Context: an optimization exercise on an open-source flow, tuned for small area, a short achievable clock period and few clock cycles per item. The choices shown serve that exercise and are no tape-out recipe.
Only simulation tests tie the RTL to the original design; equivalence was not proved.
Power is estimated from default activity; no workload was simulated.

==> flow/design.v <==
module lora_tx_encoder (
    input  wire        clk,
    input  wire        rst,           
    input  wire        start,
    input  wire [3:0]  cfg_sf,        
    input  wire [3:0]  cfg_ppm,       
    input  wire [2:0]  cfg_rdd,       
    input  wire        cfg_explicit,  
    input  wire        nib_valid,
    output wire        nib_ready,
    input  wire [3:0]  nib_data,
    output wire        sym_valid,
    input  wire        sym_ready,
    output wire [15:0] sym_data
);
    localparam [63:0] MASK_N0 = {8'b00001011, 8'b00001101, 8'b00000111, 8'b00001110, 8'b00000001, 8'b00000010, 8'b00000100, 8'b00001000};
    localparam [63:0] MASK_N4 = {8'b10110000, 8'b11010000, 8'b01110000, 8'b11100000, 8'b00010000, 8'b00100000, 8'b01000000, 8'b10000000};
    localparam [63:0] MASK_10 = {8'b00000001, 8'b00000001, 8'b00000001, 8'b00001111, 8'b00000001, 8'b00000010, 8'b00000100, 8'b00001000};
    localparam [63:0] MASK_14 = {8'b00010000, 8'b00010000, 8'b00010000, 8'b11110000, 8'b00010000, 8'b00100000, 8'b01000000, 8'b10000000};
    localparam [7:0]  R_N     = 8'b11111111;
    localparam [55:0] R_1     = {8'b01000011, 8'b10000111, 8'b00001111, 8'b00011111, 8'b00111111, 8'b01111111, 8'b11111111};
    reg  [2:0]  sh;                   
    reg  [3:0]  ppm;
    reg  [2:0]  bw1;                  
    reg         rdd1;                 
    reg         expl;
    reg  [11:0] bp [0:7];             
    reg  [3:0]  j;                    
    reg         b_hdr;                
    reg         b_hdr_out;            
    reg         b_full;
    reg         nr;                   
    reg  [7:0]  r;
    reg         widx;
    reg         ws1;                  
    reg  [11:0] ap [0:7];             
    reg  [2:0]  k;                    
    reg         a_full;
    wire [63:0] mask = widx ? (ws1 ? MASK_10 : MASK_N0) : (ws1 ? MASK_14 : MASK_N4);
    reg  [7:0]  skey;
    integer l;
    always @* begin
        for (l = 0; l < 8; l = l + 1)
            skey[l] = ^(r & mask[8*l +: 8]);
    end
    wire [3:0] d   = nib_data;
    wire       plain = b_hdr && expl && (j < 4'd6);
    wire [7:0] key = skey & {8{!plain}};
    wire       b4  = d[0] ^ d[1] ^ d[2] ^ (d[3] & !b_hdr & rdd1);
    wire [7:0] cw  = {d[0] ^ d[2] ^ d[3], d[0] ^ d[1] ^ d[3], d[1] ^ d[2] ^ d[3], b4, d} ^ key;
    wire       accept = nib_valid && nr;
    wire       b_last = (j == ppm);
    assign nib_ready = nr;
    wire [3:0] nskip  = ppm - (expl ? 4'd5 : 4'd0);
    wire       reseed = accept && b_last && b_hdr && rdd1;
    wire       a_last = (k == 3'd0);
    wire       sel_b  = !a_full || a_last;      
    wire       a_en   = a_full ? sym_ready : b_full;
    wire       xfer   = b_full && (!a_full || (a_last && sym_ready));
    wire [3:0] wsel = 4'd12 - ppm;              
    reg [11:0] anext [0:6];
    integer p;
    always @* begin
        for (p = 0; p < 7; p = p + 1)
            anext[p] = sel_b ? bp[p] : {ap[p+1][wsel], ap[p+1][11:1]};
    end
    reg [11:0] g;
    integer q;
    always @* begin
        g[11] = anext[0][11];
        for (q = 10; q >= 0; q = q - 1)
            g[q] = g[q+1] ^ anext[0][q];
        for (q = 0; q < 12; q = q + 1)
            if (q < wsel) g[q] = 1'b0;
    end
    wire [11:0] sym_n = g >> sh;
    assign sym_valid = a_full;
    assign sym_data  = {4'd0, ap[0]};
    wire       a_full_n = xfer || (a_full && !(a_last && sym_ready));
    wire       b_full_n = (accept && b_last) || (b_full && !xfer);
    wire [3:0] ppm_in   = (cfg_ppm == 4'd0) ? cfg_sf : cfg_ppm;
    integer i;
    always @(posedge clk) begin
        if (accept)
            for (i = 0; i < 8; i = i + 1)
                bp[i] <= {cw[i], bp[i][11:1]};
        if (a_en) begin
            ap[0] <= sym_n;
            for (i = 1; i < 7; i = i + 1)
                ap[i] <= anext[i];
            ap[7] <= bp[7];
            k <= sel_b ? (b_hdr_out ? 3'd7 : bw1) : k - 3'd1;
        end
        if (rst) begin
            a_full <= 1'b0;
            b_full <= 1'b0;
            nr     <= 1'b0;
        end else if (start) begin
            sh     <= 3'd4 - cfg_sf[2:0];       
            ppm    <= ppm_in;
            bw1    <= 3'd3 + cfg_rdd;
            rdd1   <= (cfg_rdd == 3'd1);
            expl   <= cfg_explicit;
            a_full <= 1'b0;
            b_full <= 1'b0;
            nr     <= 1'b1;
            b_hdr  <= 1'b1;
            b_hdr_out <= 1'b1;
            j      <= 4'd1;
            r      <= R_N;
            widx   <= 1'b0;
            ws1    <= 1'b0;
        end else begin
            a_full <= a_full_n;
            b_full <= b_full_n;
            nr     <= !b_full_n || !a_full_n;
            if (xfer)
                b_hdr_out <= 1'b0;
            if (reseed) begin
                r    <= R_1[8*nskip[3:1] +: 8];
                widx <= nskip[0];
                ws1  <= 1'b1;
            end else if (accept && !plain) begin
                if (widx)
                    r <= {r[4] ^ r[3] ^ r[2] ^ r[0], r[7:1]};
                widx <= ~widx;
            end
            if (accept) begin
                if (b_last) begin
                    j     <= 4'd1;
                    b_hdr <= 1'b0;
                end else begin
                    j <= j + 4'd1;
                end
            end
        end
    end
endmodule
==> flow/config.mk <==
export PLATFORM = sky130hd
export DESIGN_NAME = lora_tx_encoder
export DESIGN_NICKNAME = lora_tx_encoder
export VERILOG_FILES = /design/flow/design.v
export SDC_FILE = /design/flow/constraint.sdc
export NUM_CORES = 4
export LEC_CHECK = 0
export CAP_MARGIN = 20
export CORE_MARGIN = 2
export CORE_UTILIZATION = 40
export SLEW_MARGIN = 20
==> flow/constraint.sdc <==
create_clock -name core_clock -period 14.0 [get_ports {clk}]
set_input_delay 2.8000 -clock core_clock [delete_from_list [all_inputs] [get_ports {clk}]]
set_output_delay 2.8000 -clock core_clock [all_outputs]
set_load 0.01 [all_outputs]
standard.sh (not shown) runs the stock make flow with config.mk's settings and CLKGATE_MAP_FILE= SYNTH_SCRIPT=/design/flow/synth_recipe.tcl, a recipe that flattens the netlist after the stock synthesis.
==> flow/flow/run.sh <==
#!/bin/bash
# Standard layout, with repair_timing asked to leave extra setup slack so that
# the achieved period (clock period less setup slack) comes out short.
set -euo pipefail
bash standard.sh SETUP_SLACK_MARGIN=10.2 CORE_UTILIZATION=60 ABC_AREA=1 'BUFFER_PORTS_ARGS=-buffer_cell sky130_fd_sc_hd__buf_2' CTS_BUF_LIST=sky130_fd_sc_hd__clkbuf_8 CTS_CLUSTER_SIZE=14 CTS_CLUSTER_DIAMETER=60 finish > make.log 2>&1
Testbench counts at the start, summed over its fixed seeds: cycles 7,627, symbols 5,535.
Rerun with:
==> flow/flow/run.sh (replaced) <==
#!/bin/bash
# Standard layout, with repair_timing asked to leave extra setup slack so that
# the achieved period (clock period less setup slack) comes out short.
set -euo pipefail
bash standard.sh SETUP_SLACK_MARGIN=10.2 CORE_UTILIZATION=60 ABC_AREA=1 'BUFFER_PORTS_ARGS=-buffer_cell sky130_fd_sc_hd__buf_2' 'CTS_ARGS=-repair_clock_nets' finish > make.log 2>&1
Clock power goes up by about 150%.
Sequential share of layout area falls by 4.4 points.
Design area increases by about 8%.
Rerun with:
==> flow/flow/run.sh (replaced) <==
#!/bin/bash
# Standard layout, with repair_timing asked to leave extra setup slack so that
# the achieved period (clock period less setup slack) comes out short.
set -euo pipefail
bash standard.sh SETUP_SLACK_MARGIN=10 ABC_AREA=1 'BUFFER_PORTS_ARGS=-buffer_cell sky130_fd_sc_hd__buf_2' CTS_CLUSTER_SIZE=24 CTS_CLUSTER_DIAMETER=120 finish > make.log 2>&1
The new run ran to the end with no violations.
Non-clock buffer count is lower by 5.
Wire length is lower by 7.7%.
First-iteration DRC count is lower by 4.7%.
Setup slack degrades by 0.090 ns.
Clock-buffer cell count is lower by 40.
Rerun with:
==> flow/flow/run.sh (replaced) <==
#!/bin/bash
# Standard layout, with repair_timing asked to leave extra setup slack so that
# the achieved period (clock period less setup slack) comes out short.
set -euo pipefail
bash standard.sh SETUP_SLACK_MARGIN=10 CORE_UTILIZATION=60 ABC_AREA=1 'BUFFER_PORTS_ARGS=-buffer_cell sky130_fd_sc_hd__buf_2' CTS_CLUSTER_SIZE=24 CTS_CLUSTER_DIAMETER=120 finish > make.log 2>&1
Result: The changed run finished with timing, DRC and antenna clean. Global-route usage grows by 7.9 points. Power is about the same. Sequential share of layout area is higher by 0.64 points. Design area is lower by 1.1%. Clock skew is lower by 0.0037 ns. Via count grows by 1.1%. Wire length is higher by 1.7%.

---

## TR
Starts from the design.v that is shown in full above.
==> flow/config.mk <==
export PLATFORM = sky130hd
export DESIGN_NAME = lora_tx_encoder
export DESIGN_NICKNAME = lora_tx_encoder
export VERILOG_FILES = /design/flow/design.v
export SDC_FILE = /design/flow/constraint.sdc
export NUM_CORES = 4
export LEC_CHECK = 0
export CAP_MARGIN = 20
export CORE_MARGIN = 2
export CORE_UTILIZATION = 40
export SLEW_MARGIN = 20
==> flow/constraint.sdc <==
create_clock -name core_clock -period 14.0 [get_ports {clk}]
set_input_delay 2.8000 -clock core_clock [delete_from_list [all_inputs] [get_ports {clk}]]
set_output_delay 2.8000 -clock core_clock [all_outputs]
set_load 0.01 [all_outputs]
==> flow/flow/run.sh <==
#!/bin/bash
# Standard layout, with repair_timing asked to leave extra setup slack so that
# the achieved period (clock period less setup slack) comes out short.
set -euo pipefail
bash standard.sh SETUP_SLACK_MARGIN=10.2 CORE_UTILIZATION=60 ABC_AREA=1 'BUFFER_PORTS_ARGS=-buffer_cell sky130_fd_sc_hd__buf_2' CTS_CLUSTER_SIZE=24 CTS_CLUSTER_DIAMETER=120 finish > make.log 2>&1
Testbench counts of TR, summed over its fixed seeds: cycles 7,627, symbols 5,535.
The inputs of JK differ from those of TR as listed below.
==> flow/flow/run.sh <==
#!/bin/bash
# Standard layout, with repair_timing asked to leave extra setup slack so that
# the achieved period (clock period less setup slack) comes out short.
set -euo pipefail
bash standard.sh SETUP_SLACK_MARGIN=10.2 CORE_UTILIZATION=60 ABC_AREA=1 'BUFFER_PORTS_ARGS=-buffer_cell sky130_fd_sc_hd__buf_2' 'CTS_ARGS=-repair_clock_nets -sink_clustering_enable -sink_clustering_size 30 -sink_clustering_max_diameter 60 -dont_use_dummy_load' finish > make.log 2>&1
## What came out
Compared JK vs TR, and final cell area excluding filler cells is up in JK.
~same final cell count in TR and JK
Total design power ended up 0.000022 W higher on JK than on TR.
Higher non-clock buffer count was reported by JK, not TR.
Wire length after detailed routing: JK vs TR — no meaningful difference
In the reports for TR and JK, the larger number of filler cells placed in the layout belongs to TR.
JK vs TR — met2 usage dropped 0.64 points.
JK vs. TR: clock power increased about 5.7%, met3 usage essentially unchanged, routed length per placed instance essentially unchanged.

==> what the ideal ports hide <==
The flow's constraints put no driver on any port. The routed layouts listed below were extracted and timed again, unchanged, in two steps.
Step 1, drivers: a clkbuf_16 drives clk and a buf_2 each remaining input, both assumed.
Step 2, shift: input delay + t, output delay - t, t = (earliest + latest rising clock arrival at the registers) / 2. This alone moves slack from input paths to output paths.
Three values: ideal ports, drivers, drivers and shift; two values: the first two.
| run | t (ns) | setup slack, ns | hold slack, ns | worst setup path at the end | latest minus earliest clock arrival (ns) |
|---|---|---|---|---|---|
| the first run of note 1 | 0.576 | 10.150 / 10.110 / 9.721 | 0.425 / 0.425 / 0.425 | input to register | 0.037 / 0.037 |
| the second run of note 1 | 0.575 | 10.164 / 10.124 / 9.713 | 0.419 / 0.419 / 0.419 | input to register | 0.019 / 0.019 |
| the third run of note 1 | 0.523 | 10.074 / 10.026 / 9.589 | 0.436 / 0.436 / 0.436 | input to register | 0.022 / 0.022 |
| the fourth run of note 1 | 0.512 | 10.123 / 10.078 / 9.653 | 0.443 / 0.443 / 0.443 | input to register | 0.020 / 0.020 |
| TR | 0.516 | 10.192 / 10.147 / 9.772 | 0.424 / 0.424 / 0.424 | input to register | 0.021 / 0.021 |
| JK | 0.520 | 10.231 / 10.188 / 9.758 | 0.422 / 0.422 / 0.422 | input to register | 0.057 / 0.057 |
After both steps every run listed still meets setup and hold. For the third run of note 1, which loses most, drivers alone change the setup slack by -0.048 ns; drivers and shift together by -0.485 ns.
